From an optimization exercise on the open Yosys and OpenROAD flow, aimed at small area, a short achievable clock period and few clock cycles; shortcuts taken in it are not production practice.
Where RTL was checked, it was by simulation tests only, not by an equivalence proof against the original.
No functional check of the RTL was part of runs 1 to 3.
Power is estimated from default activity; no workload was simulated.

<file path="design.v">
module lufft_rx (
    input  wire        clk,
    input  wire        rst,
    input  wire        start,
    input  wire [2:0]  mode,
    input  wire [15:0] len,
    input  wire [7:0]  ecmd,
    input  wire [7:0]  ever,
    output wire        idle,
    input  wire        in_valid,
    input  wire [7:0]  in_data,
    output wire        in_ready,
    output reg         pay_valid,
    output wire [7:0]  pay_data,
    output reg         ent_valid,
    output wire [63:0] ent_value,
    output wire        ent_recog,
    output wire [1:0]  ent_kind,
    output reg         done,
    output reg  [7:0]  res_err,
    output wire [7:0]  res_len,
    output wire [63:0] res_value,
    output wire        res_recog,
    output wire [1:0]  res_kind
);
    function [15:0] crc_step(input [15:0] c, input [7:0] b);
        integer i;
        reg [15:0] r;
        reg [7:0]  d;
        begin
            r = c;
            d = b;
            for (i = 0; i < 8; i = i + 1) begin
                if (r[0] ^ d[0]) r = (r >> 1) ^ 16'h8408;
                else             r = r >> 1;
                d = d >> 1;
            end
            crc_step = r;
        end
    endfunction
    reg        idle_r;        
    reg        rdy;           
    reg        rep;           
    reg        h7v;           
    reg [2:0]  md;
    reg [7:0]  x_cmd, x_ver;
    reg        lerr;
    reg [15:0] rem;           
    reg [7:0]  iq;            
    reg        iv;
    reg        f0q;           
    reg        c_lt2;         
    reg        c_neg;         
    reg        c_z;           
    reg        c_le7;         
    reg [2:0]  hidx;          
    reg [39:0] hb;            
    reg        pre;           
    reg [3:0]  pos;           
    reg        hdone;         
    reg [15:0] crc;
    reg [2:0]  ecode;         
    reg [7:0]  plen;          
    reg        pshort;        
    reg [8:0]  mk;            
    reg        pwin;          
    reg        ine, ebeg;     
    reg [7:0]  erem;          
    reg [7:0]  m_left;        
    reg        sgn;
    reg        recog;
    reg [1:0]  kind;
    reg [63:0] val;
    wire act  = ~idle_r;
    wire acc  = start & idle_r;
    wire xfer = in_valid & rdy & act;
    wire rem1 = (rem == 16'd1);
    wire ill  = md[2] & (md[1] | md[0]);
    wire nod  = (rem == 16'd0);        
    wire done_d = act & ((xfer & rem1) | ill | nod);
    assign idle     = idle_r;
    assign in_ready = rdy;
    wire nv   = iv & act & ~rep;
    wire h6   = nv & (hidx == 3'd6);
    wire       remhi = |rem[15:9];
    wire [8:0] r6    = rem[8:0] - 9'd6;
    wire [8:0] r13   = rem[8:0] - 9'd13;
    wire [8:0] din9  = {1'b0, in_data};
    wire       s_neg = !remhi && (din9 > r6);
    wire       s_z   = !remhi && (din9 == r6);
    wire       s_le7 = !remhi && ((rem[8:0] < 9'd13) || (din9 >= r13));
    wire       lerr6 = c_lt2 || c_neg || lerr;    
    wire       d_z   = c_z;
    wire       d_sm  = c_le7 && !c_z;     
    wire       d_big = !c_le7;
    wire       rst_f = h6 && !d_z;       
    wire [8:0] f0pos = {1'b0, plen} + 9'd14;
    wire       f0in  = (hidx == 3'd7) && !remhi && (rem[8:0] == f0pos);
    wire       f0hit = pre && f0q;
    wire [2:0] dd    = erem[2:0];      
    wire       rp_on = rep && (dd == 3'd0) && (hidx != 3'd7 || h7v);
    wire [7:0] pb    = rep ? ((hidx == 3'd6) ? plen + 8'd2 : hb[7:0]) : iq;
    wire       fp    = (nv && (!pre || f0hit)) || rp_on;
    wire       pp    = iv && pwin;
    wire       f9    = fp && !hdone && (pos == 4'd9);
    wire       pwin_d = acc ? 1'b0 : (pp && rem4) ? 1'b0 : f9 ? (plen != 8'd0) : pwin;
    wire       hb_sh = (nv && hidx != 3'd0 && hidx < 3'd6) || (rep && hidx != 3'd6);      
    wire rem4    = (rem == 16'd4);
    wire        crc_en = fp && (rem != 16'd0);
    wire [15:0] crc_s  = crc_step(crc, pb);
    wire        crc_ok = (nv && rem1) ? (crc[15:8] == 8'd0 && iq == crc[7:0])
                                      : (crc == 16'd0);
    reg        hbad;
    reg [2:0]  hcode;
    always @(*) begin
        hbad  = 1'b0;
        hcode = 3'd0;
        case ({hdone, pos})
            5'd0: begin hbad = (pb != 8'h01); hcode = 3'd2; end
            5'd1: begin hbad = (pb != 8'h10); hcode = 3'd3; end
            5'd7: begin hbad = (pb != 8'h02); hcode = 3'd4; end
            5'd8: begin hbad = (pb != x_cmd); hcode = 3'd5; end
            5'd9: begin hbad = (pb != x_ver); hcode = 3'd6; end
            default: ;
        endcase
    end
    wire m1 = (md == 3'd1), m2 = (md == 3'd2), m3 = (md == 3'd3), m4 = (md == 3'd4);
    wire known = (iq[7:3] == 5'b00010);
    reg [7:0] wp1;    
    always @(*) begin
        case (iq[2:0])
            3'd0, 3'd1:       wp1 = 8'd2;
            3'd2, 3'd3:       wp1 = 8'd3;
            3'd4, 3'd5, 3'd6: wp1 = 8'd5;
            default:          wp1 = 8'd9;
        endcase
    end
    wire tg    = pp && (pos == 4'd2) && ine;
    wire sbyte = pp && m2 && ebeg && (m_left != 8'd0);
    wire eend  = pp && ine && (erem == 8'd1);
    wire tagbad = known && (erem != wp1);
    wire perr  = (sbyte && (iq < 8'd2)) || (tg && tagbad);
    wire       inv   = (pos >= 4'd3) && (pos <= 4'd10);
    wire       vw    = pp && inv && ((ine && recog) ||
                                     (m3 && pos == 4'd3) || (m4 && pos <= 4'd5));
    wire [2:0] vj    = pos[2:0] - 3'd3;
    wire       fill  = vw && sgn && iq[7];
    wire       vclr  = tg && !known;
    integer k;
    always @(posedge clk) begin
        ent_valid <= 1'b0;
        done      <= done_d;
        iq <= in_data;
        iv <= in_valid & act & rdy;
        f0q   <= f0in;
        c_lt2 <= (in_data < 8'd2);
        c_neg <= s_neg;
        c_z   <= s_z;
        c_le7 <= s_le7;
        if (xfer) rem <= rem - 16'd1;
        if (nv && hidx != 3'd7) hidx <= hidx + 3'd1;
        if (hb_sh) hb <= {iq, hb[39:8]};
        if (fp && !hdone) pos <= pos + 4'd1;
        if (crc_en) crc <= crc_s;
        if (fp && ecode == 3'd0 && hbad) ecode <= hcode;
        if (perr && ecode == 3'd0) ecode <= 3'd7;
        if ((nv || (rep && hidx == 3'd7 && h7v)) && mk != 9'd0) begin
            mk <= mk - 9'd1;
            if (mk == 9'd1 && iq != 8'h03) lerr <= 1'b1;
        end
        if (f0hit && nv) pre <= 1'b0;
        if (h6) begin
            plen <= iq - 8'd2;
            erem[2:0] <= rem[2:0] - iq[2:0] - 3'd6;      
            mk   <= {1'b0, iq} + 9'd2;
            case (md)
                3'd1:       pshort <= (iq < 8'd5);
                3'd2, 3'd3: pshort <= (iq < 8'd4);
                3'd4:       pshort <= (iq < 8'd6);
                default:    pshort <= 1'b0;
            endcase
            if (lerr6) lerr <= 1'b1;
            if (rst_f) begin
                pos   <= 4'd0;
                crc   <= 16'hFFFF;
                ecode <= 3'd0;
            end
            if (!lerr6 && d_sm) begin
                rep  <= 1'b1;
                rdy  <= 1'b0;
                hidx <= 3'd1;
            end
            if (!lerr6 && d_big) pre <= 1'b1;
        end
        if (rep) begin
            if (dd != 3'd0) erem <= erem - 8'd1;
            if (hidx == 3'd1) h7v <= iv;
            if (hidx == 3'd6) rdy <= 1'b1;
            if (hidx == 3'd7) rep <= 1'b0;
            else              hidx <= hidx + 3'd1;
        end
        pwin      <= pwin_d;
        pay_valid <= in_valid & act & rdy & pwin_d;
        if (f9) begin
            hdone <= 1'b1;
            pos   <= (m3 || m4) ? 4'd2 : 4'd0;
            ine  <= m1;
            erem <= plen;
            ebeg <= 1'b0;
            sgn  <= 1'b0;
        end
        if (pp) begin
            if (pos != 4'd15) pos <= pos + 4'd1;
            if (m2 && !ine && !ebeg && pos == 4'd1) begin
                m_left <= iq;
                ebeg   <= 1'b1;
            end
            if (sbyte) begin
                erem <= iq;
                pos   <= 4'd1;
                ine  <= 1'b1;
                ebeg <= 1'b0;
            end
            if (ine) erem <= erem - 8'd1;
            if (eend) begin
                ine       <= 1'b0;
                ent_valid <= m2;
                ebeg      <= 1'b1;
                m_left    <= m_left - 8'd1;
            end
        end
        if (tg) begin
            recog <= known;
            kind  <= (iq == 8'h16) ? 2'd1 : (iq == 8'h17) ? 2'd2 : 2'd0;
            sgn   <= known && iq[0] && !(iq[2] && iq[1]);
        end
        for (k = 0; k < 8; k = k + 1) begin
            if (vclr || (vw && vj <= k))
                val[k*8 +: 8] <= (vw && vj == k) ? iq : {8{fill}};
        end
        if (ill)                    res_err <= 8'h30;
        else if (nod)               res_err <= 8'h01;
        else if (lerr)              res_err <= 8'h10;
        else if (!crc_ok)           res_err <= 8'h11;
        else if (ecode != 3'd0)     res_err <= {5'b00010, ecode};
        else if (pshort || (m2 && m_left != 8'd0)) res_err <= 8'h17;
        else                        res_err <= 8'h00;
        if (acc) begin
            idle_r <= 1'b0;
            md     <= mode;
            x_cmd  <= ecmd;
            x_ver  <= ever;
            rem    <= len;
            lerr   <= (len < 16'd14);
            hidx   <= 3'd0;
            pos    <= 4'd0;
            hdone  <= 1'b0;
            pre    <= 1'b0;
            crc    <= 16'hFFFF;
            ecode  <= 3'd0;
            mk     <= 9'd0;
        end
        if (done_d) idle_r <= 1'b1;
        if (rst) begin
            idle_r    <= 1'b1;
            rdy       <= 1'b1;
            rep       <= 1'b0;
                done      <= 1'b0;
            ent_valid <= 1'b0;
            iv        <= 1'b0;
        end
    end
    assign pay_data  = iq;
    assign ent_value = val;
    assign ent_recog = recog;
    assign ent_kind  = kind;
    assign res_len   = plen;
    assign res_value = val;
    assign res_recog = recog;
    assign res_kind  = kind;
endmodule
</file>
<file path="flow/run.sh">
#!/bin/bash
set -euo pipefail
bash standard.sh BUFFER_PORTS_ARGS="-buffer_cell sky130_fd_sc_hd__buf_1" SETUP_SLACK_MARGIN=5.5 finish > standard.log 2>&1
</file>
<file path="standard.sh">
#!/bin/bash
# synth_recipe.tcl (not shown) runs the flow's synth.tcl, then flattens the netlist and writes it again
# the make line also repeats each setting of config.mk as NAME=value (left out here)
make -C /OpenROAD-flow-scripts/flow DESIGN_CONFIG=/design/flow/config.mk WORK_HOME=/design/flow/orfs CLKGATE_MAP_FILE= SYNTH_SCRIPT=/design/flow/synth_recipe.tcl "${@:-finish}"
</file>
<file path="config.mk">
export PLATFORM = sky130hd
export DESIGN_NAME = lufft_rx
export DESIGN_NICKNAME = lufft_rx
export VERILOG_FILES = /design/flow/design.v
export SDC_FILE = /design/flow/constraint.sdc
export NUM_CORES = 4
export LEC_CHECK = 0
export CAP_MARGIN = 20
export CORE_MARGIN = 2
export CORE_UTILIZATION = 60
export CTS_CLUSTER_DIAMETER = 100
export CTS_CLUSTER_SIZE = 30
export SETUP_SLACK_MARGIN = 5
export SLEW_MARGIN = 20
</file>
<file path="constraint.sdc">
create_clock -name core_clock -period 8.5 [get_ports {clk}]
set_input_delay 1.7000 -clock core_clock [delete_from_list [all_inputs] [get_ports {clk}]]
set_output_delay 1.7000 -clock core_clock [all_outputs]
set_load 0.01 [all_outputs]
</file>
==> results of run 1 <==
==> logic make-up (layout without fill, tap and decap cells) <==
kind of cell	count (synthesis)	count (layout)	share of synthesized area [%]
DFF	235	235	48.7
AOI/OAI and AO/OA	261	261	13.8
xor gates and xnor gates	118	118	8.40
muxes	8	8	0.627
buffers and inverters	184	285	7.76
adders and majority gates	51	51	4.92
and+or+nand+nor	393	394	15.7
other	1	3	0.0289
==> through the flow <==
step | util [%] | instance area, um2 | worst slack, ns | hold slack [ns]
finish | 66.1 | 13900 | 5.55 | 0.431
detailed placement | 63.4 | 13400 | 4.50 | 0.405
CTS | 65.3 | 13800 | 5.50 | 0.430
floorplan | - | 13000 | 5.55 | 0.400
global route | 66.1 | 13900 | 5.51 | 0.437
global placement | 63.4 | 13400 | 4.58 | 0.401
==> cells in the final DEF, fill, tap and decap left out, types with 21 or more instances in the layout <==
cell,instances
buf_1,206
edfxtp_1,161
nand2_1,123
nor2_1,77
dfxtp_1,73
xnor2_1,62
o21ai_0,60
xor2_1,50
ha_1,48
a21oi_1,45
a21o_1,39
inv_1,34
nor3_1,26
nand3_1,26
nor4_1,22
buf_4,21
==> sequential cells by signal, summed over array words and instances (netlist names), 2 cells and up <==
| name | flops |
|---|---|
| rem | 16 |
| iq | 8 |
| plen | 8 |
| kind | 2 |
| val | 64 |
| x_cmd | 8 |
| m_left | 8 |
| ecode | 3 |
| pos | 4 |
| hidx | 3 |
| md | 3 |
| crc | 16 |
| res_err | 5 |
| hb | 40 |
| erem | 8 |
| x_ver | 8 |
| mk | 9 |
==> final cells by class <==
type                    count  share of cell area (%)
repair buffers            232                    7.21
multi-input cells         835                    41.9
clock buffers              16                    2.11
well taps                 275                    2.47
inverters                  36                   0.978
clock inverters             1                  0.0538
flip-flops and latches    235                    45.3
==> layer usage <==
metal | wire, um | GRT usage, % | vias to the layer above
met4 | 696 | 6.92 | 0
met2 | 15100 | 43.6 | 399
li1 | - | - | 4610
met1 | 14400 | 41.9 | 4671
met5 | 0 | 0 | -
met3 | 2550 | 3.37 | 48
==> worst paths after layout <==
path	startpoint	end	slack, ns	cells after the start
worst max-delay path	iq[7]	pay_data[7]	5.55	2
worst min-delay path	hb[16]	hb[8]	0.43	0
worst max register to register	ine	val[63]	5.66	5
worst min register to register	hb[16]	hb[8]	0.43	0
==> worst max-delay path, cell delays in order, from the launching register on <==
cell and delay (ns):
dfxtp_1 0.34, buf_6 0.25, buf_1 0.18
==> timing repair <==
item	CTS	global route
pin swaps	0	1
gates cloned	0	1
resized for setup	22	23
setup buffers	3	6
setup endpoints to repair	133	114
==> power by group through the flow <==
stage	Sequential (uW)	Combinational [uW]	Clock, uW
finish	1280	241	603
global route	1280	267	649
CTS	1270	238	613
detailed placement	1300	234	0
global placement	1300	228	0
floorplan	1280	177	0
==> results.cfg, run 1 <==
[run_status]
status = complete, no violations

[clocking]
cts-root-buf = clkbuf_16
h-tree-depth = 1
cts_hold_buf = 0
clkSinkCount = 235
clockBufferDepth = 3
clk_pin_slew_ns = 0.11
clkLatencyLatePin_ns = 0.49
numCtsBuffers = 11
cts_tree = yes

[drt]
wirelength_mm = 32.7
drc_errors = 0
avgViaCountPerCell = 5.97
drt_iter0_markers = 861
final_antenna_net_count = 0
dr.pass1.iters = 5
vias = 9728
routedWlPerCell_um = 20.1

[power_and_ir_drop]
p_per_area_nw_per_um2 = 152
power.internal_uw = 1580
pwr-share-comb_pct = 11.4
irDropWorstVdd_mv = 0.147
p_switching_uw = 535
p_leak_uw = 0.00522
clkPwrFrac_pct = 28.4
p_seq_share_pct = 60.2
p_sw_share_pct = 25.2
p_total_uw = 2120

[placed_design]
port_buffers = 206
place.gp.congestion = 0.920
place_inst = 1603
dp_hpwl_mm = 22.5

[worst_setup_path]
setup.worst_path.start_class = flip-flop
arrival_ns = 1.25
crit_path_max_fanout = 16
cp-end-kind = primary output
worst_ep_required_time_ns = 6.80
critPathKind = reg2out

[sta]
timing.final.crit_share_pct = 34.8
slew_headroom_pct = 32.6
rsz0062_at_grt = false
skew_ns = 0.0188
drv_slew = 0
tightest_slew_ns = 1.00
hold_viol_final = 0
setup_violations = 0
setup-tns-final_ns = 0
fin_crit_ns = 2.95
fmax_mhz = 339

[synth]
avgSynthCellArea_um2 = 10.4
yosysMostFrequentCell = edfxtp_1
synth-seq-area-share_pct = 48.7
synth_area_um2 = 13000
yosysTopAreaCell = edfxtp_1
yosys-top-cells-count = edfxtp_1 (161), nand2_1 (126), nor2_1 (78), buf_4 (75), dfxtp_1 (74)
synth_async_sr_flop_share_pct = 0
synth_cell_types = 91
synth_ff_type = edfxtp_1
syn_inst = 1251
netlist_top_cells_area = edfxtp_1 (37%), dfxtp_1 (11%), ha_1 (4.9%)
synth_top_area_share_pct = 37.3
synth_seq_cells = 235
yosysWarningCount = 1
synth-edff-count = 161

[finish]
antennaDiodeCount = 0
drive_above_1_share_pct = 7.23
regArea_um2 = 6320
multi_input_area_um2 = 5840
n_fill_cell = 1774
final_cells = 1630
syn_to_final_growth_pct = 7.53
nNetsFinal = 1449

[run]
drv_cap = 0

[global_routing]
antenna_found_initial = 0
grt_pass1_vias = 8634
globalRouteTotalUtil_pct = 28.0
grt_overflow = 0
grt_max_degree = 62
grt_pass1_wl_mm = 48.8

[floorplan]
die_x_um = 151
rows = 53
die_h_um = 151
die-area_um2 = 22800
core_area_um2 = 21100
ioPinCount = 210
start_util_pct = 61.5

[min_path]
hold_path_class = reg2reg
==> run 2, diff against run 1 <==
--- a/config.mk
+++ b/config.mk
@@ -8,7 +8,7 @@
 export CAP_MARGIN = 20
 export CORE_MARGIN = 2
 export CORE_UTILIZATION = 60
-export CTS_CLUSTER_DIAMETER = 100
-export CTS_CLUSTER_SIZE = 30
+export CTS_CLUSTER_DIAMETER = 80
+export CTS_CLUSTER_SIZE = 24
 export SETUP_SLACK_MARGIN = 5
 export SLEW_MARGIN = 20
==> results.cfg, run 2 <==
[run_status]
status = complete, no violations

[sta]
holdWs_ns = 0.427
hold_viol_final = 0
timing.final.crit_share_pct = 34.7
slew_headroom_pct = 36.8
skew_ns = 0.0124
setup-tns-final_ns = 0
fin_crit_ns = 2.95
setup_violations = 0
rsz0062_at_grt = true
fmax_mhz = 339
tightest_slew_ns = 0.939
drv_slew = 0

[floorplan]
start_util_pct = 61.5
core_area_um2 = 21100
die-area_um2 = 22800
rows = 53
die_x_um = 151
ioPinCount = 210
die_h_um = 151

[finish]
syn_to_final_growth_pct = 8.45
n_fill_cell = 1760
regArea_um2 = 6320
multi_input_area_um2 = 5830
drive_above_1_share_pct = 7.57
final_common_cell = buf_1
antennaDiodeCount = 0
largestRegisters = val x64, hb x40
fin_area_um2 = 14100
top_register = val
largest_register_ffs = 64
fin_util_pct = 66.7
layout_common_cells = buf_1 (206), edfxtp_1 (161), nand2_1 (123)
nNetsFinal = 1450

[synth]
synth_top_area_share_pct = 37.3
synth_cell_types = 91
yosysTopAreaCell = edfxtp_1
netlist_top_cells_area = edfxtp_1 (37%), dfxtp_1 (11%), ha_1 (4.9%)
syn_inst = 1251
yosys-top-cells-count = edfxtp_1 (161), nand2_1 (126), nor2_1 (78), buf_4 (75), dfxtp_1 (74)
synth-seq-area-share_pct = 48.7
synth-edff-count = 161
yosysWarningCount = 1
synth_ff_type = edfxtp_1
avgSynthCellArea_um2 = 10.4
yosysMostFrequentCell = edfxtp_1
synth_async_sr_flop_share_pct = 0
synth_area_um2 = 13000
synth_seq_cells = 235

[run]
drv_cap = 0

[placed_design]
place_area_um2 = 13400
dp_hpwl_mm = 22.5
port_buffers = 206
place.gp.congestion = 0.920

[worst_setup_path]
cp_num_cells = 2
crit_family = buffers and inverters
cpPeakStageDelay_ns = 0.33
cpMaxStageDelayCell = dfxtp_1
crit_chain = buf_6 > buf_1
rr_endpoint = val[61]
rr_worst_depth = 5
critPathKind = reg2out
crit_path_max_fanout = 16
timing.rr.start = ine
worst_ep_required_time_ns = 6.80
worst-path-buf-inv = 2
regToRegSetupSlack_ns = 5.65
setup.worst_path.start_class = flip-flop
cp-end-kind = primary output
arrival_ns = 1.25

[clocking]
clockBufferDepth = 3
h-tree-depth = 1
clkLatencyLatePin_ns = 0.49
clk_pin_slew_ns = 0.09
clkSinkCount = 235
cts_tree = yes
numCtsBuffers = 14
cts-root-buf = clkbuf_16
cts_hold_buf = 0

[drt]
final_antenna_net_count = 0
routedWlPerCell_um = 20.3
dr_wl_met3_mm = 2.81
wl_met2_mm = 15.3
drt_iter0_markers = 929
dr.pass1.iters = 5
topRoutingLayerUsed = met4
vias = 9793
drc_errors = 0
avgViaCountPerCell = 5.99
wl_met1_mm = 14.3
wirelength_mm = 33.2

[power_and_ir_drop]
irDropWorstVdd_mv = 0.137
p_switching_uw = 568
pwr-share-comb_pct = 10.7
p_total_uw = 2250
power.internal_uw = 1690
p_per_area_nw_per_um2 = 160
clkPwrFrac_pct = 32.7
p_seq_share_pct = 56.6
p_sw_share_pct = 25.2
p_leak_uw = 0.00529

[min_path]
hold_path_class = reg2reg
hold_depth = 0
hold_path_end = hb[8]
min_from = hb[16]

[global_routing]
grt_overflow = 0
globalRouteTotalUtil_pct = 28.3
antenna_found_initial = 0
grt_pass1_wl_mm = 49.3
grt_max_degree = 62
grt_pass1_vias = 8703
==> run 2: cell counts after synthesis <==
Identical to the previous run, type by type.
==> run 2: cell families after synthesis <==
logic type | after synthesis | share of synthesized area, %
other cells | 1 | 0.0289
mux | 8 | 0.627
xor+xnor | 118 | 8.40
buf+inv | 184 | 7.76
fa+ha+maj | 51 | 4.92
compound gates | 261 | 13.8
simple gates | 393 | 15.7
flops | 235 | 48.7
==> run 2: how the worst max path moves through the flow <==
stage | from | endpoint | slack, ns
after CTS | start | ecode[1] | 5.50
after global placement | start | ecode[2] | 4.58
after detailed placement | start | ecode[0] | 4.50
after global routing | hidx[0] | hidx[0] | 5.51
after floorplan | in_valid | rem[0] | 5.55
final | iq[7] | pay_data[7] | 5.55
==> run 2: final cells by class <==
cell class,count,share of cell area (%)
flip-flops and latches,235,44.9
multi-input cells,835,41.5
repair buffers,230,7.04
clock buffers,18,2.75
well taps,275,2.45
inverters,36,0.970
clock inverters,6,0.391
==> run 2: repair_timing <==
item,4_1_cts,5_1_grt
pin swaps,0,1
gates resized for setup,19,26
endpoints found under the setup margin,127,113
buffers inserted,4,3
gates cloned,0,1
==> run 2: routing by layer <==
layer	GRT usage (%)	vias to the layer above
li1	-	4623
met1	41.5	4713
met2	44.3	405
met3	4.34	52
met4	7.24	0
met5	0	-
==> run 2: power groups by stage <==
stage / clock network [uW] / logic [uW] / registers, uW
finish: 736 / 242 / 1280
global route: 792 / 268 / 1280
CTS: 751 / 238 / 1270
detailed placement: 0 / 234 / 1300
global placement: 0 / 228 / 1300
floorplan: 0 / 177 / 1280
==> run 2: through the flow <==
step	std cells	worst slack, ns
2_1_floorplan	1253	5.55
3_3_place_gp	1603	4.58
3_5_place_dp	1603	4.50
4_1_cts	1631	5.50
5_1_grt	1635	5.51
6_report	1635	5.55
==> run 2: worst register-to-register path: cells and delay by family, from the launching register on <==
kind / cells / cell delay [ns]
simple gates: 5 / 1.86
flops: 1 / 0.70
==> run 3, diff against run 2 <==
==> flow/run.sh (replaced) <==
#!/bin/bash
set -euo pipefail
bash standard.sh BUFFER_PORTS_ARGS="-buffer_cell sky130_fd_sc_hd__buf_1" SETUP_SLACK_MARGIN=5.7 finish > standard.log 2>&1
--- a/config.mk
+++ b/config.mk
@@ -8,7 +8,7 @@
 export CAP_MARGIN = 20
 export CORE_MARGIN = 2
 export CORE_UTILIZATION = 60
-export CTS_CLUSTER_DIAMETER = 80
-export CTS_CLUSTER_SIZE = 24
+export CTS_CLUSTER_DIAMETER = 100
+export CTS_CLUSTER_SIZE = 30
 export SETUP_SLACK_MARGIN = 5
 export SLEW_MARGIN = 20
==> results.cfg, run 3 <==
[global_routing]
grt_overflow = 0
globalRouteTotalUtil_pct = 29.9
grt_pass1_vias = 9044
grt_max_degree = 61
antenna_found_initial = 0
grt_pass1_wl_mm = 51.9

[floorplan]
ioPinCount = 210
core_area_um2 = 21100
rows = 53
die_x_um = 151
die-area_um2 = 22800
start_util_pct = 61.5
die_h_um = 151

[clocking]
h-tree-depth = 1
clkLatencyLatePin_ns = 0.50
numCtsBuffers = 12
cts-root-buf = clkbuf_16
cts_tree = yes
clockBufferDepth = 3
clk_pin_slew_ns = 0.12
clkSinkCount = 235

[synth]
synth_ff_type = edfxtp_1
avgSynthCellArea_um2 = 10.4
synth_area_um2 = 13000
synth-seq-area-share_pct = 48.7
netlist_top_cells_area = edfxtp_1 (37%), dfxtp_1 (11%), ha_1 (4.9%)
yosysMostFrequentCell = edfxtp_1
synth-edff-count = 161
syn_inst = 1251
synth_top_area_share_pct = 37.3
synth_cell_types = 91
synth_async_sr_flop_share_pct = 0
yosys-top-cells-count = edfxtp_1 (161), nand2_1 (126), nor2_1 (78), buf_4 (75), dfxtp_1 (74)
yosysWarningCount = 1
synth_seq_cells = 235
yosysTopAreaCell = edfxtp_1

[drt]
final_antenna_net_count = 0
dr.pass1.iters = 6
wirelength_mm = 34.5
vias = 9944
drt_iter0_markers = 742
avgViaCountPerCell = 5.98
routedWlPerCell_um = 20.7
drc_errors = 0

[worst_setup_path]
crit_family = flip-flops
cp-end-kind = primary output
crit_chain = clkbuf_2
crit_path_max_fanout = 2
worst-path-buf-inv = 1
cpMaxStageDelayCell = edfxtp_1
rr_worst_depth = 10
cp_num_cells = 1
critPathKind = reg2out
worst_ep_required_time_ns = 6.80
setup.worst_path.start_class = flip-flop
arrival_ns = 1.15
cpPeakStageDelay_ns = 0.49

[finish]
regArea_um2 = 6340
n_fill_cell = 1647
largestRegisters = val x64, hb x40
syn_to_final_growth_pct = 12.3
antennaDiodeCount = 0
top_register = val
nNetsFinal = 1480
layout_common_cells = edfxtp_1 (161), buf_1 (160), nand2_1 (122)
multi_input_area_um2 = 5930
drive_above_1_share_pct = 14.2
final_common_cell = edfxtp_1
largest_register_ffs = 64
fin_util_pct = 69.1
final_cells = 1663

[sta]
fin_crit_ns = 2.85
slew_headroom_pct = 38.9
skew_ns = 0.0317
fmax_mhz = 351
setup-tns-final_ns = 0
drv_slew = 0
timing.final.crit_share_pct = 33.5
hold_viol_final = 0
rsz0062_at_grt = true
setup_violations = 0
tightest_slew_ns = 0.914
holdWs_ns = 0.430

[run_status]
status = complete, no violations

[power_and_ir_drop]
power.internal_uw = 1680
p_per_area_nw_per_um2 = 154
p_total_uw = 2250
pwr-share-comb_pct = 11.8
p_sw_share_pct = 25.4
p_seq_share_pct = 56.7
p_leak_uw = 0.00563
irDropWorstVdd_mv = 0.125
clkPwrFrac_pct = 31.5
p_switching_uw = 571

[min_path]
hold_depth = 0
hold_path_class = reg2reg

[placed_design]
dp_hpwl_mm = 22.7
port_buffers = 206
place.gp.congestion = 0.877
place_inst = 1603

[run]
drv_cap = 0
run 3: cell count changes in the layout (fill, tap and decap cells not counted), moves of 3 or more:
cell,previous run,this run
o21ai_4,1,4
clkbuf_2,0,41
bufbuf_16,0,3
buf_1,206,160
buf_4,19,47
dfxtp_4,0,7
dfxtp_1,73,66
buf_6,3,8
run 3: power groups by stage:
stage	logic (uW)	registers (uW)	clock network (uW)
after detailed placement	231	1300	0
after floorplan	178	1280	0
final	266	1280	708
after global routing	293	1280	761
after global placement	228	1300	0
after CTS	250	1280	716
run 3: final cells by class:
cell class / instances / share of cell area, %
Clock buffer: 16 / 2.31
Clock inverter: 4 / 0.455
Timing Repair Buffer: 262 / 9.65
Multi-Input combinational cell: 835 / 40.7
Inverter: 36 / 0.962
Sequential cell: 235 / 43.5
Tap cell: 275 / 2.36
run 3: cells by family after synthesis:
kind of cell / synth area share (%)
and+or+nand+nor: 15.7
AOI/OAI and AO/OA: 13.8
DFF: 48.7
buffers and inverters: 7.76
xor gates and xnor gates: 8.40
adders and majority gates: 4.92
muxes: 0.627
other: 0.0289
run 3: path summary, 6_finish.rpt:
| kind | slack [ns] | startpoint | endpoint |
|---|---|---|---|
| setup / recovery | 5.65 | plen[7] | res_len[7] |
| hold / removal | 0.43 | hb[39] | hb[31] |
| setup reg to reg | 5.82 | pos[0] | val[49] |
| hold reg to reg | 0.43 | hb[39] | hb[31] |
run 3: metrics by stage:
stage | setup WS, ns | cell area (um2)
6_report | 5.65 | 14600
5_1_grt | 5.61 | 14600
4_1_cts | 5.64 | 14200
3_5_place_dp | 4.84 | 13400
3_3_place_gp | 4.96 | 13400
2_1_floorplan | 5.55 | 13000
run 3: what timing repair did:
action                                  4_1_cts  5_1_grt
hold buffers                                  0        0
endpoints found under the setup margin      195      193
buffers inserted                             20       16
cloned                                        4        0
gates resized for setup                      56       78
pin swaps                                     1        5
run 3: metal layers:
layer | global-route usage [%] | vias up | share of wire [%]
met5 | 0 | - | 0
met4 | 8.79 | 0 | 2.7
met3 | 4.94 | 49 | 7.6
met2 | 47.0 | 405 | 47
met1 | 42.8 | 4807 | 43
li1 | - | 4683 | -
==> run 4, diff against run 3 <==
--- a/design.v
+++ b/design.v
@@ -43,7 +43,7 @@
     reg        rep;           
     reg        h7v;           
     reg [2:0]  md;
-    reg [7:0]  x_cmd, x_ver;
+    reg [7:0]  cm, ve;
     reg        lerr;
     reg [15:0] rem;           
     reg [7:0]  iq;            
@@ -54,7 +54,7 @@
     reg        c_z;           
     reg        c_le7;         
     reg [2:0]  hidx;          
-    reg [39:0] hb;            
+    reg [2:0]  dd;            
     reg        pre;           
     reg [3:0]  pos;           
     reg        hdone;         
@@ -65,12 +65,15 @@
     reg [8:0]  mk;            
     reg        pwin;          
     reg        ine, ebeg;     
-    reg [7:0]  erem;          
-    reg [7:0]  m_left;        
     reg        sgn;
     reg        recog;
     reg [1:0]  kind;
-    reg [63:0] val;
+    reg [63:0] val;           
+    wire [7:0] x_cmd  = cm;
+    wire [7:0] x_ver  = ve;
+    wire [7:0] m_left = cm;
+    wire [7:0] erem   = ve;
+    wire [39:0] hb    = val[39:0];
     wire act  = ~idle_r;
     wire acc  = start & idle_r;
     wire xfer = in_valid & rdy & act;
@@ -97,7 +100,6 @@
     wire [8:0] f0pos = {1'b0, plen} + 9'd14;
     wire       f0in  = (hidx == 3'd7) && !remhi && (rem[8:0] == f0pos);
     wire       f0hit = pre && f0q;
-    wire [2:0] dd    = erem[2:0];      
     wire       rp_on = rep && (dd == 3'd0) && (hidx != 3'd7 || h7v);
     wire [7:0] pb    = rep ? ((hidx == 3'd6) ? plen + 8'd2 : hb[7:0]) : iq;
     wire       fp    = (nv && (!pre || f0hit)) || rp_on;
@@ -159,7 +161,6 @@
         c_le7 <= s_le7;
         if (xfer) rem <= rem - 16'd1;
         if (nv && hidx != 3'd7) hidx <= hidx + 3'd1;
-        if (hb_sh) hb <= {iq, hb[39:8]};
         if (fp && !hdone) pos <= pos + 4'd1;
         if (crc_en) crc <= crc_s;
         if (fp && ecode == 3'd0 && hbad) ecode <= hcode;
@@ -171,7 +172,7 @@
         if (f0hit && nv) pre <= 1'b0;
         if (h6) begin
             plen <= iq - 8'd2;
-            erem[2:0] <= rem[2:0] - iq[2:0] - 3'd6;      
+            dd   <= rem[2:0] - iq[2:0] - 3'd6;      
             mk   <= {1'b0, iq} + 9'd2;
             case (md)
                 3'd1:       pshort <= (iq < 8'd5);
@@ -193,7 +194,7 @@
             if (!lerr6 && d_big) pre <= 1'b1;
         end
         if (rep) begin
-            if (dd != 3'd0) erem <= erem - 8'd1;
+            if (dd != 3'd0) dd <= dd - 3'd1;
             if (hidx == 3'd1) h7v <= iv;
             if (hidx == 3'd6) rdy <= 1'b1;
             if (hidx == 3'd7) rep <= 1'b0;
@@ -205,28 +206,28 @@
             hdone <= 1'b1;
             pos   <= (m3 || m4) ? 4'd2 : 4'd0;
             ine  <= m1;
-            erem <= plen;
+            ve   <= plen;
             ebeg <= 1'b0;
             sgn  <= 1'b0;
         end
         if (pp) begin
             if (pos != 4'd15) pos <= pos + 4'd1;
             if (m2 && !ine && !ebeg && pos == 4'd1) begin
-                m_left <= iq;
+                cm     <= iq;
                 ebeg   <= 1'b1;
             end
             if (sbyte) begin
-                erem <= iq;
+                ve   <= iq;
                 pos   <= 4'd1;
                 ine  <= 1'b1;
                 ebeg <= 1'b0;
             end
-            if (ine) erem <= erem - 8'd1;
+            if (ine) ve <= erem - 8'd1;
             if (eend) begin
                 ine       <= 1'b0;
                 ent_valid <= m2;
                 ebeg      <= 1'b1;
-                m_left    <= m_left - 8'd1;
+                cm        <= m_left - 8'd1;
             end
         end
         if (tg) begin
@@ -235,7 +236,9 @@
             sgn   <= known && iq[0] && !(iq[2] && iq[1]);
         end
         for (k = 0; k < 8; k = k + 1) begin
-            if (vclr || (vw && vj <= k))
+            if (hb_sh && k < 5)
+                val[k*8 +: 8] <= (k == 4) ? iq : val[k*8+8 +: 8];
+            else if (vclr || (vw && vj <= k))
                 val[k*8 +: 8] <= (vw && vj == k) ? iq : {8{fill}};
         end
         if (ill)                    res_err <= 8'h30;
@@ -248,8 +251,8 @@
         if (acc) begin
             idle_r <= 1'b0;
             md     <= mode;
-            x_cmd  <= ecmd;
-            x_ver  <= ever;
+            cm     <= ecmd;
+            ve     <= ever;
             rem    <= len;
             lerr   <= (len < 16'd14);
             hidx   <= 3'd0;
--- a/config.mk
+++ b/config.mk
@@ -8,7 +8,7 @@
 export CAP_MARGIN = 20
 export CORE_MARGIN = 2
 export CORE_UTILIZATION = 60
-export CTS_CLUSTER_DIAMETER = 100
-export CTS_CLUSTER_SIZE = 30
+export CTS_CLUSTER_DIAMETER = 80
+export CTS_CLUSTER_SIZE = 24
 export SETUP_SLACK_MARGIN = 5
 export SLEW_MARGIN = 20
==> results.cfg, run 4 <==
[min_path]
hold_path_end = done
min_from = idle_r
hold_depth = 1
hold_path_class = reg2reg

[worst_setup_path]
rr_worst_depth = 10
regToRegSetupSlack_ns = 5.76
cp_num_cells = 1
critPathKind = reg2out
arrival_ns = 1.15
crit_path_max_fanout = 3
worst-path-buf-inv = 1
crit_family = flip-flops
setup.worst_path.start_class = flip-flop
cpMaxStageDelayCell = edfxtp_1
cpPeakStageDelay_ns = 0.52
worst_ep_required_time_ns = 6.80
crit_chain = clkbuf_2
rr_endpoint = c_le7
timing.rr.start = rem[2]
cp-end-kind = primary output

[sta]
hold_viol_final = 0
setup-tns-final_ns = 0
rsz0062_at_grt = true
fmax_mhz = 351
skew_ns = 0.0134
fin_crit_ns = 2.85
setup_violations = 0
timing.final.crit_share_pct = 33.5
slew_headroom_pct = 36.4
tightest_slew_ns = 0.953
drv_slew = 0

[floorplan]
die_h_um = 142
core_area_um2 = 18700
rows = 50
die_x_um = 142
start_util_pct = 61.0
ioPinCount = 210
die-area_um2 = 20100

[global_routing]
grt_pass1_wl_mm = 51.0
grt_max_degree = 68
grt_pass1_vias = 8854
globalRouteTotalUtil_pct = 33.5
antenna_found_initial = 1
grt_overflow = 0

[run_status]
status = complete, no violations

[synth]
yosysWarningCount = 2
synth_top_area_share_pct = 27.6
yosysTopAreaCell = edfxtp_1
synth-seq-area-share_pct = 41.1
netlist_top_cells_area = edfxtp_1 (28%), dfxtp_1 (14%), ha_1 (5.7%)
yosysMostFrequentCell = nand2_1
yosys-top-cells-count = nand2_1 (158), nor2_1 (139), edfxtp_1 (105), a21oi_1 (80), dfxtp_1 (77)
avgSynthCellArea_um2 = 8.89
synth-edff-count = 105
syn_inst = 1284
synth_cell_types = 74
synth_async_sr_flop_share_pct = 0
synth_seq_cells = 182
synth_ff_type = edfxtp_1
synth_area_um2 = 11400

[placed_design]
port_buffers = 206
dp_hpwl_mm = 22.9
place.gp.congestion = 0.897

[clocking]
numCtsBuffers = 17
h-tree-depth = 4
clkSinkCount = 182
clkLatencyLatePin_ns = 0.45
clk_pin_slew_ns = 0.07
cts_hold_buf = 0
cts_tree = yes
clockBufferDepth = 2
cts-root-buf = clkbuf_16

[run]
drv_cap = 0

[power_and_ir_drop]
p_leak_uw = 0.00507
irDropWorstVdd_mv = 0.131
p_per_area_nw_per_um2 = 164

[finish]
layout_common_cells = buf_1 (197), nand2_1 (157), nor2_1 (134)
largest_register_ffs = 64
drive_above_1_share_pct = 12.4
nNetsFinal = 1526
largestRegisters = val x64, crc x16, rem x16
fin_util_pct = 71.0
top_register = val
final_common_cell = buf_1
syn_to_final_growth_pct = 16.4

[drt]
drc_errors = 0
dr.pass1.iters = 7
final_antenna_net_count = 0
routedWlPerCell_um = 20.3
drt_iter0_markers = 1051
vias = 9985
avgViaCountPerCell = 5.96
wirelength_mm = 34.0
## run 4: kinds of logic (layout without fill, tap and decap cells)
family	Yosys count	in the layout	synth area share, %
AND/OR/NAND/NOR	480	481	20.2
AO/OA/AOI/OAI	265	265	14.4
flip-flops	182	182	41.1
buffers and inverters	177	330	8.41
XOR/XNOR	116	116	9.26
adder cells (fa/ha/maj)	52	52	5.70
multiplexers	11	11	0.975
other	1	4	0.0328
## run 4: layout make-up
| type | instances | area [um2] |
|---|---|---|
| well taps | 234 | 293 |
| repair buffers | 266 | 1360 |
| flip-flops and latches | 182 | 4720 |
| clock buffers | 17 | 425 |
| fillers | 1513 | 5420 |
| clock inverters | 15 | 204 |
| diodes | 1 | 2.50 |
| inverters | 32 | 136 |
| multi-input cells | 928 | 6150 |
## run 4: timing repair
item | CTS | global route
gates resized for setup | 73 | 41
pin swaps | 3 | 7
gates cloned | 1 | 0
endpoints found under the setup margin | 226 | 162
setup buffers | 29 | 19
## run 4: worst max-delay path by stage
stage,from,end
after floorplan,pos[0],val[10]
after global placement,pos[0],val[25]
after detailed placement,pos[0],val[25]
after CTS,pos[0],val[39]
after global routing,in_data[5],c_le7
final,val[5],res_value[5]
## run 4: stage by stage
step                      total power [uW]  instances  setup slack, ns  hold slack (ns)  instance area, um2
after floorplan                       1220       1286             5.59            0.446               11500
after global placement                1290       1593             4.87            0.469               11800
after detailed placement              1300       1593             4.73            0.468               11800
after CTS                             2140       1655             5.62            0.481               13000
after global routing                  2250       1674             5.57            0.467               13300
final                                 2170       1675             5.65            0.444               13300
## run 4: per-layer routing
| layer | track usage, % | share of wire, % | wire length [um] |
|---|---|---|---|
| met1 | 49.9 | 44 | 14900 |
| met2 | 50.0 | 44 | 14900 |
| met3 | 6.93 | 10 | 3500 |
| met4 | 8.63 | 2.0 | 676 |
| met5 | 0 | 0 | 0 |
## run 4: power breakdown
group | switching [uW] | internal (uW) | total [uW]
Sequential | 45.6 | 958 | 1000
Clock | 393 | 452 | 845
Combinational | 185 | 140 | 325
Testbench counts of run 4, summed over its fixed seeds: cycles 15,909.
==> run 5, diff against run 4 <==
==> flow/run.sh (replaced) <==
#!/bin/bash
set -euo pipefail
bash standard.sh BUFFER_PORTS_ARGS="-buffer_cell sky130_fd_sc_hd__buf_1" SETUP_SLACK_MARGIN=5.5 finish > standard.log 2>&1
--- a/config.mk
+++ b/config.mk
@@ -7,7 +7,7 @@
 export LEC_CHECK = 0
 export CAP_MARGIN = 20
 export CORE_MARGIN = 2
-export CORE_UTILIZATION = 60
+export CORE_UTILIZATION = 70
 export CTS_CLUSTER_DIAMETER = 80
 export CTS_CLUSTER_SIZE = 24
 export SETUP_SLACK_MARGIN = 5
==> results.cfg, run 5 <==
[drt]
drc_errors = 0
drt_iter0_markers = 1332
wl_met2_mm = 14.6
wirelength_mm = 32.1
dr_wl_met3_mm = 3.96
vias = 10100
avgViaCountPerCell = 6.28
wl_met1_mm = 12.5
final_antenna_net_count = 0
dr.pass1.iters = 7
topRoutingLayerUsed = met4
routedWlPerCell_um = 19.9

[worst_setup_path]
timing.rr.start = pos[0]
critPathKind = reg2out
rr_worst_depth = 9
cpMaxStageDelayCell = edfxtp_1
crit_family = flip-flops
worst_ep_required_time_ns = 6.80
regToRegSetupSlack_ns = 5.56
crit_path_max_fanout = 8
cpPeakStageDelay_ns = 0.63
setup.worst_path.start_class = flip-flop
cp-end-kind = primary output
worst-path-buf-inv = 1
rr_endpoint = val[53]
crit_chain = buf_1
arrival_ns = 1.27

[clocking]
cts_tree = yes
clkLatencyLatePin_ns = 0.45
clockBufferDepth = 2
cts_hold_buf = 0
cts-root-buf = clkbuf_16
clkSinkCount = 182
clk_pin_slew_ns = 0.07
h-tree-depth = 4
numCtsBuffers = 17

[finish]
final_common_cell = buf_1
fin_area_um2 = 12500
drive_above_1_share_pct = 5.94
top_register = val
nNetsFinal = 1483
largestRegisters = val x64, crc x16, rem x16
fin_util_pct = 78.6
multi_input_area_um2 = 5910
syn_to_final_growth_pct = 9.40
n_fill_cell = 1134
layout_common_cells = buf_1 (206), nand2_1 (158), nor2_1 (137)
largest_register_ffs = 64
regArea_um2 = 4700

[sta]
setup-tns-final_ns = 0
hold_viol_final = 0
drv_slew = 0
fin_crit_ns = 2.97
tightest_slew_ns = 0.941
postLayoutSetupSlackWorst_ns = 5.53
setup_violations = 0
skew_ns = 0.0104
fmax_mhz = 337
rsz0062_at_grt = true
holdWs_ns = 0.491
slew_headroom_pct = 37.3
timing.final.crit_share_pct = 34.9

[floorplan]
rows = 46
die_h_um = 132
die_x_um = 132
core_area_um2 = 15900
ioPinCount = 210
die-area_um2 = 17300
start_util_pct = 71.9

[placed_design]
place.gp.congestion = 0.979
dp_hpwl_mm = 22.0
place_area_um2 = 11700
post-place-ws_ns = 4.49
port_buffers = 206

[synth]
netlist_top_cells_area = edfxtp_1 (28%), dfxtp_1 (14%), ha_1 (5.7%)
syn_inst = 1284
avgSynthCellArea_um2 = 8.89
synth_cell_types = 74
synth_async_sr_flop_share_pct = 0
synth_seq_cells = 182
yosys-top-cells-count = nand2_1 (158), nor2_1 (139), edfxtp_1 (105), a21oi_1 (80), dfxtp_1 (77)
synth-seq-area-share_pct = 41.1
yosysMostFrequentCell = nand2_1
synth_area_um2 = 11400
yosysTopAreaCell = edfxtp_1
synth-edff-count = 105
synth_ff_type = edfxtp_1
synth_top_area_share_pct = 27.6
yosysWarningCount = 2

[run]
drv_cap = 0

[power_and_ir_drop]
p_per_area_nw_per_um2 = 161
irDropWorstVdd_mv = 0.147
p_leak_uw = 0.00472

[min_path]
hold_depth = 1
hold_path_end = dd[0]
hold_path_class = reg2reg
min_from = dd[0]

[global_routing]
grt_pass1_wl_mm = 49.6
grt_overflow = 0
grt_max_degree = 40
grt_pass1_vias = 9162
antenna_found_initial = 3
globalRouteTotalUtil_pct = 36.5

[run_status]
status = complete, no violations
## run 5: what timing repair did
action	in CTS	in global routing
buffers inserted	2	1
cloned	0	0
pin swaps	1	2
endpoints found under the setup margin	147	139
resized for setup	28	18
## run 5: final cells by class
class | instances | area share [%]
Sequential cell | 182 | 37.6
Clock buffer | 21 | 3.53
Inverter | 32 | 0.982
Timing Repair Buffer | 224 | 7.73
Antenna cell | 1 | 0.0200
Tap cell | 216 | 2.16
Clock inverter | 11 | 0.631
Multi-Input combinational cell | 927 | 47.4
## run 5: how the worst max path moves through the flow
stage / start / end / slack [ns] / cells after the start
global placement: start / crc[10] / 4.57 / 9
CTS: iq[5] / pay_data[5] / 5.50 / 2
finish: plen[1] / res_len[1] / 5.53 / 1
detailed placement: start / crc[10] / 4.49 / 9
global route: pos[0] / val[41] / 5.47 / 7
floorplan: in_data[0] / c_le7 / 5.51 / 9
## run 5: worst reg2reg max path, stage by stage, from the launching register on
cell and delay, ns:
dfxtp_1 0.43, inv_2 0.22, ha_1 0.37, nor2_1 0.07, o21ai_0 0.34, o2111ai_4 0.19, buf_12 0.21, or2_2 0.38
a31oi_2 0.45, a21o_1 0.15
## run 5: report_power, final
part	internal, uW	total (uW)	leakage (uW)	switching (uW)
Clock	374	724	0.000231	351
Combinational	117	284	0.00283	167
Sequential	959	1010	0.00166	48.0
Total	1450	2020	0.00472	566
## run 5: layer usage
layer | track usage [%] | up-vias
met1 | 50.2 | 4748
met3 | 8.26 | 90
met4 | 14.3 | 0
li1 | - | 4623
met2 | 56.6 | 673
met5 | 0 | -
## run 5: cells by family after synthesis
logic type | after synthesis | synth area share [%]
buffers and inverters | 177 | 8.41
AOI/OAI and AO/OA | 265 | 14.4
DFF | 182 | 41.1
adders and majority gates | 52 | 5.70
muxes | 11 | 0.975
and+or+nand+nor | 480 | 20.2
other | 1 | 0.0328
xor gates and xnor gates | 116 | 9.26
## run 5: stage by stage
stage	instances	total power, uW
after floorplan	1286	1210
after global placement	1578	1280
after detailed placement	1578	1290
after CTS	1612	2000
after global routing	1613	2080
final	1614	2020
==> run 6, diff against run 5 <==
--- a/config.mk
+++ b/config.mk
@@ -5,9 +5,10 @@
 export SDC_FILE = /design/flow/constraint.sdc
 export NUM_CORES = 4
 export LEC_CHECK = 0
+export ABC_AREA = 1
 export CAP_MARGIN = 20
 export CORE_MARGIN = 2
-export CORE_UTILIZATION = 70
+export CORE_UTILIZATION = 60
 export CTS_CLUSTER_DIAMETER = 80
 export CTS_CLUSTER_SIZE = 24
 export SETUP_SLACK_MARGIN = 5
==> results.cfg, run 6 <==
[placed_design]
place.gp.congestion = 1.02
dp_hpwl_mm = 26.5
post-place-ws_ns = 4.79
place_area_um2 = 12400
port_buffers = 206
place_inst = 1930

[synth]
synth-edff-count = 105
synth_top_area_share_pct = 26.5
synth_ff_type = edfxtp_1
yosysWarningCount = 2
synth_area_um2 = 11900
synth_async_sr_flop_share_pct = 0
yosys-top-cells-count = nand2_1 (306), nor2_1 (193), inv_1 (151), o21ai_0 (130), nand3_1 (128)
syn_inst = 1558
synth-seq-area-share_pct = 39.4
yosysTopAreaCell = edfxtp_1
synth_cell_types = 58
avgSynthCellArea_um2 = 7.64
netlist_top_cells_area = edfxtp_1 (26%), dfxtp_1 (13%), nand2_1 (9.6%)
yosysMostFrequentCell = nand2_1
synth_seq_cells = 182

[power_and_ir_drop]
irDropWorstVdd_mv = 0.125
pwr-share-comb_pct = 14.7
p_seq_share_pct = 47.5
clkPwrFrac_pct = 37.8
power.internal_uw = 1460
p_leak_uw = 0.00571
p_per_area_nw_per_um2 = 161
p_switching_uw = 636
p_sw_share_pct = 30.3

[worst_setup_path]
cp-endpoint = pay_data[3]
regToRegSetupSlack_ns = 5.73
critical_path.startpoint = iq[3]
worst_ep_required_time_ns = 6.80
worst-path-buf-inv = 2
cp_num_cells = 2
crit_chain = buf_4 > buf_1
crit_path_max_fanout = 12
cpMaxStageDelayCell = dfxtp_1
cpPeakStageDelay_ns = 0.34
critPathKind = reg2out
cp-end-kind = primary output
arrival_ns = 1.29
timing.rr.start = pos[0]
rr_endpoint = val[2]
setup.worst_path.start_class = flip-flop
crit_family = buffers and inverters
rr_worst_depth = 10

[sta]
rsz0062_at_grt = true
timing.final.crit_share_pct = 35.2
hold_viol_final = 0
setup-tns-final_ns = 0
setup_violations = 0
fmax_mhz = 334
fin_crit_ns = 2.99
postLayoutSetupSlackWorst_ns = 5.51
skew_ns = 0.0122
tightest_slew_ns = 1.05
drv_slew = 0
slew_headroom_pct = 29.5
holdWs_ns = 0.481

[global_routing]
globalRouteTotalUtil_pct = 34.4
grt_pass1_wl_mm = 54.6
grt_max_degree = 63
grt_overflow = 0
antenna_found_initial = 0
grt_pass1_vias = 10200

[clocking]
cts_tree = yes
numCtsBuffers = 17
clk_pin_slew_ns = 0.07
clkLatencyLatePin_ns = 0.45
h-tree-depth = 4
clkSinkCount = 182
clockBufferDepth = 2
cts_hold_buf = 0
cts-root-buf = clkbuf_16

[finish]
fin_area_um2 = 13000
drive_above_1_share_pct = 5.83
top_register = val
final_cells = 1964
largest_register_ffs = 64
n_fill_cell = 1727
syn_to_final_growth_pct = 9.27
largestRegisters = val x64, crc x16, rem x16
nNetsFinal = 1785
regArea_um2 = 4700
layout_common_cells = nand2_1 (306), buf_1 (206), nor2_1 (192)
antennaDiodeCount = 0
final_common_cell = nand2_1
multi_input_area_um2 = 5870

[floorplan]
rows = 51
core_area_um2 = 19500
die-area_um2 = 21000
die_h_um = 145
start_util_pct = 61.2
ioPinCount = 210
die_x_um = 145

[run_status]
status = complete, no violations

[drt]
avgViaCountPerCell = 5.72
routedWlPerCell_um = 18.2
drc_errors = 0
wirelength_mm = 35.8
dr.pass1.iters = 6
final_antenna_net_count = 0
vias = 11200
drt_iter0_markers = 965

[min_path]
hold_path_class = reg2reg

[run]
drv_cap = 0
run 6: worst min-delay path: stages (launching register included):
cell and delay (ns):
dfxtp_1 0.32, nand2_1 0.06, a22oi_1 0.06
run 6: final cells by class:
class | instances | share of cell area [%]
tap | 265 | 2.55
sequential | 182 | 36.1
clock buffer | 18 | 3.38
timing repair inverter | 1 | 0.0577
clock inverter | 14 | 1.06
multi-input combinational | 1096 | 45.1
inverter | 169 | 4.98
timing repair buffer | 219 | 6.78
run 6: stage by stage:
stage / total power, uW / utilization (%)
CTS: 2090 / 66.8
floorplan: 1220 / -
global route: 2170 / 66.8
detailed placement: 1310 / 63.7
finish: 2100 / 66.8
global placement: 1310 / 63.7
run 6: power groups by stage:
stage / clock network (uW) / registers, uW / logic (uW)
after global placement: 0 / 1020 / 290
after floorplan: 0 / 1000 / 217
after detailed placement: 0 / 1020 / 298
after CTS: 791 / 996 / 303
final: 792 / 997 / 308
after global routing: 821 / 1000 / 346
run 6: cell families (layout without fill, tap and decap cells):
logic type,count (synthesis),in the layout,synth area share (%)
AND/OR/NAND/NOR,716,716,26.3
buffers and inverters,282,421,11.4
AO/OA/AOI/OAI,265,265,12.7
flip-flops,182,182,39.4
XOR/XNOR,60,60,4.70
adder cells (fa/ha/maj),52,52,5.47
other,1,3,0.0315
run 6: per-layer routing:
layer	part of all wire, %	GRT usage [%]
met5	0	0
met4	3.9	16.2
met3	9.0	6.78
met2	47	55.6
met1	40	44.3
run 6: worst min path at each step:
stage	cells past startpoint	endpoint	from
finish	2	dd[1]	dd[1]
global route	2	mk[8]	mk[8]
CTS	2	dd[1]	dd[1]
detailed placement	2	dd[1]	dd[1]
global placement	2	crc[8]	crc[8]
floorplan	2	crc[8]	crc[8]
run 6: timing repair:
item / in CTS / in global routing
gates resized for setup: 5 / 7
endpoints found under the setup margin: 30 / 99
pin swaps: 1 / 0
cloned: 1 / 0
setup buffers: 1 / 0
==> run 7, diff against run 6 <==
--- a/config.mk
+++ b/config.mk
@@ -5,7 +5,6 @@
 export SDC_FILE = /design/flow/constraint.sdc
 export NUM_CORES = 4
 export LEC_CHECK = 0
-export ABC_AREA = 1
 export CAP_MARGIN = 20
 export CORE_MARGIN = 2
 export CORE_UTILIZATION = 60
==> results.cfg, run 7 <==
[finish]
largestRegisters = val x64, crc x16, rem x16
multi_input_area_um2 = 5930
layout_common_cells = buf_1 (206), nand2_1 (158), nor2_1 (135)
n_fill_cell = 1572
final_common_cell = buf_1
largest_register_ffs = 64
top_register = val
fin_util_pct = 67.7
syn_to_final_growth_pct = 10.9
antennaDiodeCount = 0
regArea_um2 = 4700
drive_above_1_share_pct = 7.54
nNetsFinal = 1492
final_cells = 1640

[synth]
yosysWarningCount = 2
synth-xor-area-share_pct = 9.26
synth_adder_area_share_pct = 5.70
synth_area_um2 = 11400
synth_compound_area_share_pct = 14.4
synth-edff-count = 105
synth_async_sr_flop_share_pct = 0
synth_top_area_share_pct = 27.6
synth_cell_types = 74
yosysTopAreaCell = edfxtp_1
synth_top_family_by_area = simple AND/OR/NAND/NOR gates
netlist_top_cells_area = edfxtp_1 (28%), dfxtp_1 (14%), ha_1 (5.7%)
syn_inst = 1284
yosys.area_share.simple_pct = 20.2
yosysMostFrequentCell = nand2_1
synth_mux_area_share_pct = 0.975
synth-seq-area-share_pct = 41.1
synth_ff_type = edfxtp_1
avgSynthCellArea_um2 = 8.89
yosys-top-cells-count = nand2_1 (158), nor2_1 (139), edfxtp_1 (105), a21oi_1 (80), dfxtp_1 (77)
synth_seq_cells = 182

[drt]
dr.pass1.iters = 6
drt_iter0_markers = 946
final_antenna_net_count = 0
routedWlPerCell_um = 19.7
vias = 9846
wirelength_mm = 32.4
drc_errors = 0
avgViaCountPerCell = 6.00

[global_routing]
antenna_found_initial = 0
grt_max_degree = 38
grt_overflow = 0
grt_pass1_vias = 8760
globalRouteTotalUtil_pct = 31.9
grt_pass1_wl_mm = 48.8

[sta]
drv_slew = 0
setup_violations = 0
fin_crit_ns = 2.95
setup-tns-final_ns = 0
fmax_mhz = 339
skew_ns = 0.0178
rsz0062_at_grt = false
hold_viol_final = 0
slew_headroom_pct = 41.7
tightest_slew_ns = 0.874
timing.final.crit_share_pct = 34.7
holdWs_ns = 0.501

[power_and_ir_drop]
clkPwrFrac_pct = 39.1
pwr-share-comb_pct = 13.4
p_per_area_nw_per_um2 = 168
p_leak_uw = 0.00480
irDropWorstVdd_mv = 0.129
p_sw_share_pct = 28.2
p_switching_uw = 598
p_seq_share_pct = 47.5
power.internal_uw = 1520

[floorplan]
rows = 50
die_h_um = 142
die-area_um2 = 20100
core_area_um2 = 18700
start_util_pct = 61.0
die_x_um = 142
ioPinCount = 210

[worst_setup_path]
rr_worst_depth = 9
worst_ep_required_time_ns = 6.80
crit_chain = buf_1
crit_family = flip-flops
cp-end-kind = primary output
arrival_ns = 1.25
setup.worst_path.start_class = flip-flop
worst-path-buf-inv = 1
critPathKind = reg2out
cpMaxStageDelayCell = edfxtp_1
cpPeakStageDelay_ns = 0.62
rr_endpoint = val[59]
timing.rr.start = pos[1]
regToRegSetupSlack_ns = 5.59
crit_path_max_fanout = 7

[clocking]
clockBufferDepth = 2
h-tree-depth = 4
cts_tree = yes
clkSinkCount = 182
numCtsBuffers = 17
clk_pin_slew_ns = 0.07
cts-root-buf = clkbuf_16
clkLatencyLatePin_ns = 0.44

[run]
drv_cap = 0

[placed_design]
place_inst = 1595
port_buffers = 206
place.gp.congestion = 0.956
dp_hpwl_mm = 22.7

[run_status]
status = complete, no violations

[min_path]
hold_path_class = reg2reg
min_from = ebeg
hold_path_end = ebeg
hold_depth = 2
==> run 7: cell types whose count changed in the layout (fill, tap and decap cells not counted), moves of 34 or more <==
cell | previous run | this run
nand2_1 | 306 | 158
inv_1 | 150 | 28
nand3_1 | 128 | 35
o21ai_0 | 129 | 66
nor2_1 | 192 | 135
xnor2_1 | 23 | 57
==> run 7: worst min-delay path, stage by stage, from the launching register on <==
cell     delay (ns)
dfxtp_1        0.33
nand2_1        0.06
a22oi_1        0.06
==> run 7: power groups by stage <==
stage	Combinational, uW	Sequential, uW	Clock [uW]
floorplan	213	1000	0
global placement	264	1030	0
detailed placement	269	1030	0
CTS	276	1000	836
global route	317	1010	868
finish	284	1010	830
==> run 7: area by class of cell <==
| class | instances | area share (%) |
|---|---|---|
| repair buffers | 232 | 7.92 |
| clock buffers | 17 | 3.36 |
| multi-input cells | 928 | 46.8 |
| well taps | 234 | 2.31 |
| flip-flops and latches | 182 | 37.1 |
| clock inverters | 15 | 1.45 |
| inverters | 32 | 0.998 |
==> run 7: what timing repair did <==
action                                  4_1_cts  5_1_grt
endpoints found under the hold margin         0        0
pin swaps                                     1        3
endpoints found under the setup margin      162      152
cloned                                        0        1
resized for setup                            25       29
hold buffers                                  0        0
setup buffers                                 2       10
==> run 7: worst max path at each step <==
| stage | startpoint | end | cells after the start |
|---|---|---|---|
| after floorplan | in_data[0] | c_le7 | 9 |
| after global placement | start | crc[10] | 9 |
| after detailed placement | start | crc[10] | 9 |
| after CTS | pos[0] | val[48] | 8 |
| after global routing | pos[1] | val[56] | 9 |
| final | plen[7] | res_len[7] | 1 |
==> run 7: logic make-up (layout without fill, tap and decap cells) <==
family | Yosys count | after routing
adder cells (fa/ha/maj) | 52 | 52
buffers and inverters | 177 | 296
other | 1 | 3
flip-flops | 182 | 182
XOR/XNOR | 116 | 116
multiplexers | 11 | 11
AO/OA/AOI/OAI | 265 | 265
AND/OR/NAND/NOR | 480 | 481
==> run 7: layer usage <==
| layer | part of all wire (%) | GRT usage [%] | wire length, um |
|---|---|---|---|
| met5 | 0 | 0 | 0 |
| met4 | 2.3 | 10.6 | 749 |
| met3 | 8.9 | 7.23 | 2870 |
| met2 | 44 | 47.8 | 14300 |
| met1 | 45 | 46.0 | 14400 |
==> run 7: per-stage QoR <==
step	area [um2]	power, uW	setup slack (ns)
6_report	12700	2120	5.55
3_5_place_dp	11800	1300	4.54
5_1_grt	12700	2200	5.46
4_1_cts	12500	2120	5.36
3_3_place_gp	11800	1290	4.62
2_1_floorplan	11400	1210	5.51
==> run 8, diff against run 7 <==
--- a/config.mk
+++ b/config.mk
@@ -8,6 +8,7 @@
 export CAP_MARGIN = 20
 export CORE_MARGIN = 2
 export CORE_UTILIZATION = 60
+export CTS_BUF_LIST = sky130_fd_sc_hd__clkbuf_8
 export CTS_CLUSTER_DIAMETER = 80
 export CTS_CLUSTER_SIZE = 24
 export SETUP_SLACK_MARGIN = 5
==> results.cfg, run 8 <==
[synth]
synth_ff_type = edfxtp_1
yosys-top-cells-count = nand2_1 (158), nor2_1 (139), edfxtp_1 (105), a21oi_1 (80), dfxtp_1 (77)
synth-edff-count = 105
netlist_top_cells_area = edfxtp_1 (28%), dfxtp_1 (14%), ha_1 (5.7%)
yosysWarningCount = 2
synth_async_sr_flop_share_pct = 0
synth_cell_types = 74
avgSynthCellArea_um2 = 8.89
synth_area_um2 = 11400
synth-seq-area-share_pct = 41.1
yosysMostFrequentCell = nand2_1
synth_seq_cells = 182
yosysTopAreaCell = edfxtp_1
syn_inst = 1284
synth_top_area_share_pct = 27.6

[worst_setup_path]
cp-end-kind = primary output
crit_chain = buf_8 > buf_1
crit_path_max_fanout = 18
cpMaxStageDelayCell = dfxtp_1
arrival_ns = 1.25
cpPeakStageDelay_ns = 0.36
worst_ep_required_time_ns = 6.80
setup.worst_path.start_class = flip-flop
critPathKind = reg2out

[power_and_ir_drop]
p_leak_uw = 0.00479
p_total_uw = 1930
irDropWorstVdd_mv = 0.0949
p_per_area_nw_per_um2 = 153

[global_routing]
grt_max_degree = 38
antenna_found_initial = 0
grt_pass1_vias = 8725
grt_overflow = 0
grt_pass1_wl_mm = 48.8
globalRouteTotalUtil_pct = 31.9

[sta]
hold_viol_final = 0
rsz0062_at_grt = true
fin_crit_ns = 2.95
slew_headroom_pct = 41.0
tightest_slew_ns = 0.885
fmax_mhz = 339
postLayoutSetupSlackWorst_ns = 5.55
drv_slew = 0
setup_violations = 0
skew_ns = 0.0303
timing.final.crit_share_pct = 34.7
setup-tns-final_ns = 0

[finish]
fin_util_pct = 67.5
nNetsFinal = 1495
regArea_um2 = 4710
largest_register_ffs = 64
antennaDiodeCount = 0
top_register = val
largestRegisters = val x64, crc x16, rem x16
layout_common_cells = buf_1 (205), nand2_1 (158), nor2_1 (136)
syn_to_final_growth_pct = 10.6
final_common_cell = buf_1
n_fill_cell = 1584
multi_input_area_um2 = 5960
drive_above_1_share_pct = 7.67

[drt]
avgViaCountPerCell = 5.98
wirelength_mm = 32.8
final_antenna_net_count = 0
drt_iter0_markers = 888
dr.pass1.iters = 5
drc_errors = 0
vias = 9829
routedWlPerCell_um = 20.0

[floorplan]
core_area_um2 = 18700
die_x_um = 142
die_h_um = 142
start_util_pct = 61.0
die-area_um2 = 20100
rows = 50
ioPinCount = 210

[clocking]
clkSinkCount = 182
clockBufferDepth = 2
h-tree-depth = 4
cts-root-buf = clkbuf_8
numCtsBuffers = 17
cts_hold_buf = 0
clkLatencyLatePin_ns = 0.49
clk_pin_slew_ns = 0.10
cts_tree = yes

[placed_design]
place.gp.congestion = 0.956
dp_hpwl_mm = 22.7
post-place-ws_ns = 4.54
port_buffers = 206

[run_status]
status = complete, no violations

[run]
drv_cap = 0

[min_path]
hold_path_class = reg2reg
-- run 8: per-layer routing --
layer,track usage [%],wire [um],vias up
met1,46.8,14600,4630
met2,47.3,14400,485
met3,6.06,2970,61
met5,0,0,-
met4,11.3,823,0
li1,-,-,4653
-- run 8: worst paths after layout --
kind         startpoint          end  slack (ns)  cells after the start
max               iq[5]  pay_data[5]        5.55                      2
min reg2reg        ebeg         ebeg        0.51                      2
min                ebeg         ebeg        0.51                      2
max reg2reg      pos[0]      val[62]        5.64                      8
-- run 8: cell families (layout without fill, tap and decap cells) --
group | after synthesis | count (layout) | synth area share [%]
AO/OA/AOI/OAI | 265 | 265 | 14.4
XOR/XNOR | 116 | 116 | 9.26
adder cells (fa/ha/maj) | 52 | 52 | 5.70
buffers and inverters | 177 | 300 | 8.41
flip-flops | 182 | 182 | 41.1
multiplexers | 11 | 11 | 0.975
other | 1 | 3 | 0.0328
AND/OR/NAND/NOR | 480 | 480 | 20.2
-- run 8: area by class of cell --
type,instances,share of cell area [%]
multi-input cells,927,47.2
inverters,32,0.971
well taps,234,2.32
repair buffers,236,8.93
flip-flops and latches,182,37.3
clock inverters,15,1.46
clock buffers,17,1.85
-- run 8: critical path, delay by kind of cell, from the launching register on --
family	cells	cell delay [ns]
buf+inv	2	0.41
flops	1	0.36
-- run 8: timing repair --
action,in CTS,in global routing
resized for setup,49,20
setup endpoints to repair,169,157
setup buffers,8,6
endpoints found under the hold margin,0,0
pin swaps,2,1
cloned,0,2
-- run 8: metrics by stage --
step	cell area, um2	instances	hold slack [ns]
2_1_floorplan	11400	1286	0.446
3_3_place_gp	11800	1595	0.468
3_5_place_dp	11800	1595	0.479
4_1_cts	12500	1635	0.499
5_1_grt	12600	1643	0.548
6_report	12600	1643	0.507
-- run 8: power breakdown --
group | internal [uW] | switching (uW) | leakage, uW | total (uW)
Sequential | 958 | 49.8 | 0.00166 | 1010
Combinational | 121 | 167 | 0.00292 | 288
Clock | 274 | 358 | 0.000206 | 632
Total | 1350 | 575 | 0.00479 | 1930

-- separate check: timing with driven ports --
No port has a modelled driver above. Below, the same layouts with a new extraction and two added sets of constraints. Step 1: set_driving_cell puts a clkbuf_16 on clk and a buf_2 on each other input, an assumption about the parent block. Step 2 times the ports against the registers' clock, not the clock port: input delays grow and output delays shrink by t, the midpoint of the rising clock arrivals with the driver on. Three values: ideal ports, drivers, drivers and shift; two values: the first two.
run | t (ns) | setup slack, ns | cell pins on the clock port's net
run 1 | 0.530 | 5.546 / 5.497 / 5.130 | 1
run 2 | 0.537 | 5.549 / 5.500 / 5.131 | 1
run 3 | 0.539 | 5.651 / 5.601 / 5.213 | 1
run 4 | 0.487 | 5.653 / 5.606 / 5.220 | 1
run 5 | 0.486 | 5.531 / 5.483 / 5.179 | 1
run 6 | 0.489 | 5.509 / 5.462 / 5.120 | 1
run 7 | 0.481 | 5.547 / 5.499 / 5.141 | 1
run 8 | 0.522 | 5.547 / 5.505 / 5.138 | 1
After both steps setup and hold are still met in every run listed. For run 3, which loses most, drivers alone change the setup slack by -0.050 ns; drivers and shift together by -0.438 ns.
